Source: an optimization exercise on an open RTL-to-GDS flow (aim: small area, a short achievable clock period and few clock cycles). Production flows keep margins and buffers that such runs may drop.
Function was checked by simulation only, so behaviour that the tests miss may differ from the original.
Power is estimated from default activity; no workload was simulated.

==> flow/design.v (excerpt) <==
module ev3_link (
    input  wire        clk,
    input  wire        rst,
    input  wire        cmd_valid,
    output wire        cmd_ready,
    input  wire [23:0] cmd_word,
    input  wire        rx_en,
    input  wire        ses_wfc,
    output reg         rsp_valid,
    output reg  [15:0] rsp_word
);
Settings: LEC_CHECK=0, CAP_MARGIN=20, CORE_MARGIN=2, CORE_UTILIZATION=60, CTS_CLUSTER_DIAMETER=100, CTS_CLUSTER_SIZE=30, PLACE_DENSITY=0.7, SLEW_MARGIN=20; clock period 10.0 ns.
standard.sh (not shown) runs the stock make flow with config.mk's settings and CLKGATE_MAP_FILE= SYNTH_SCRIPT=/design/flow/synth_recipe.tcl, a recipe that flattens the netlist after the stock synthesis.
==> flow/flow/run.sh <==
#!/bin/bash
# The standard layout (standard synthesis, floorplan, placement, CTS,
# routing) with the timing repair steps aimed at a shorter period than the
# 10 ns clock: the same constraints, the repair just works until the setup
# slack reaches SETUP_SLACK_MARGIN. make's full output goes to flow_make.log;
# ORFS keeps each step's own log under orfs/logs/.
set -euo pipefail
bash standard.sh SETUP_SLACK_MARGIN=6.6 finish > flow_make.log 2>&1
The baseline ran to the end with no violations.
Testbench counts at the start, summed over its fixed seeds: cycles 19,362.
Rerun with:
==> flow/run.sh (new file) <==
#!/bin/bash
# synth_recipe.tcl (not shown) runs the flow's synth.tcl, then flattens the netlist and writes it again
# the make line also repeats each setting of config.mk as NAME=value (left out here)
make -C /OpenROAD-flow-scripts/flow DESIGN_CONFIG=/design/flow/config.mk WORK_HOME=/design/flow/orfs CLKGATE_MAP_FILE= SYNTH_SCRIPT=/design/flow/synth_recipe.tcl finish
removed: flow/flow/run.sh
removed: flow/standard.sh
Area after synthesis is unchanged. Utilization drops by 0.57 points. Synthesized cell count stays the same. Wire length drops by 0.99%. Non-clock buffer count drops by 19. Clock skew climbs by 0.0056 ns. Via count hardly moves. Critical path depth drops by 4. Cell count drops by 0.62%. Count of clock-buffer cells in the layout drops by 12. Final area drops by 0.88%.


P:
Another version of the RTL of ev3_link (not shown whole).
Size: about 3600 cells after synthesis, about 1500 flip-flops, about 47 I/O pins, roughly 0.061 sq mm of cells after synthesis.
export LEC_CHECK = 0
export CAP_MARGIN = 20
export CORE_MARGIN = 2
export CORE_UTILIZATION = 70
export CTS_CLUSTER_DIAMETER = 80
export CTS_CLUSTER_SIZE = 30
export PLACE_DENSITY = 0.8
export SLEW_MARGIN = 20
create_clock -name core_clock -period 10.0 [get_ports {clk}]
==> flow/flow/run.sh <==
#!/bin/bash
# The standard layout (standard synthesis, floorplan, placement, CTS,
# routing) with changes to how it is made, none to the constraints:
# - the timing repair steps aim at a shorter period than the 10 ns clock
#   (they work until the setup slack reaches SETUP_SLACK_MARGIN);
# - the port buffers are buf_4 cells instead of the delay cells that
#   buffer_ports picks by default;
# - repair may resize a cell to any cell of the same function, not only to
#   one with the same footprint.
# make's full output goes to flow_make.log; ORFS keeps each step's own log
# under orfs/logs/.
set -euo pipefail
bash standard.sh SETUP_SLACK_MARGIN=6.8 MATCH_CELL_FOOTPRINT=0 \
    "BUFFER_PORTS_ARGS=-buffer_cell sky130_fd_sc_hd__buf_4" \
    finish > flow_make.log 2>&1
P: full flow OK, the timing, DRC and antenna checks passed
Testbench counts of P, summed over its fixed seeds: cycles 19,362.
Inputs modified between P and Q:
- changing CTS_CLUSTER_SIZE from 30 to 24
diff --git a/flow/flow/run.sh b/flow/flow/run.sh
--- a/flow/flow/run.sh
+++ b/flow/flow/run.sh
@@ -13 +13 @@
-bash standard.sh SETUP_SLACK_MARGIN=6.8 MATCH_CELL_FOOTPRINT=0 \
+bash standard.sh SETUP_SLACK_MARGIN=6.9 MATCH_CELL_FOOTPRINT=0 \
--- outcome ---
P ended with every stage complete and zero timing, DRC or antenna violations. Both conditions hold for Q: the flow ran to the end and the final layout passed the timing, DRC and antenna checks. | leakage power of the design | higher: Q |. Proportion of cell area occupied by multi-input gates (higher): P. [compare] base=P new=Q: initial antenna violation count went down; buffers inserted during post-CTS setup optimization grew by 9; routed wire length moved up; amount of wire on met3 after detailed routing -about 6.5%.

-- separate check: timing with driven ports --
How much do the figures lean on ideal ports? The routed layouts below were timed once more, with nothing changed but the port constraints.
Step 1 assumes that a clkbuf_16 drives the clock port and a buf_2 every other input.
Step 2 times the ports against the registers' clock, not the clock port: input delays grow and output delays shrink by t, the midpoint of the rising clock arrivals with the driver on.
Slacks: no drivers / after step 1 / after step 2; pairs: no drivers / after step 1.
run | t, ns | slack for setup (ns) | latest minus earliest clock arrival (ns) | slew at the worst register clock pin (ns)
the first run of note 1 | 0.774 | 6.488 / 6.488 / 5.900 | 0.038 / 0.038 | 0.12 / 0.12
the second run of note 1 | 0.781 | 5.494 / 5.421 / 5.210 | 0.043 / 0.042 | 0.12 / 0.12
P | 0.746 | 6.777 / 6.705 / 6.185 | 0.030 / 0.030 | 0.12 / 0.12
Q | 0.732 | 6.806 / 6.733 / 6.151 | 0.024 / 0.023 | 0.10 / 0.10
After both steps every run listed still meets setup and hold. For Q, which loses most, drivers alone change the setup slack by -0.073 ns; drivers and shift together by -0.655 ns.
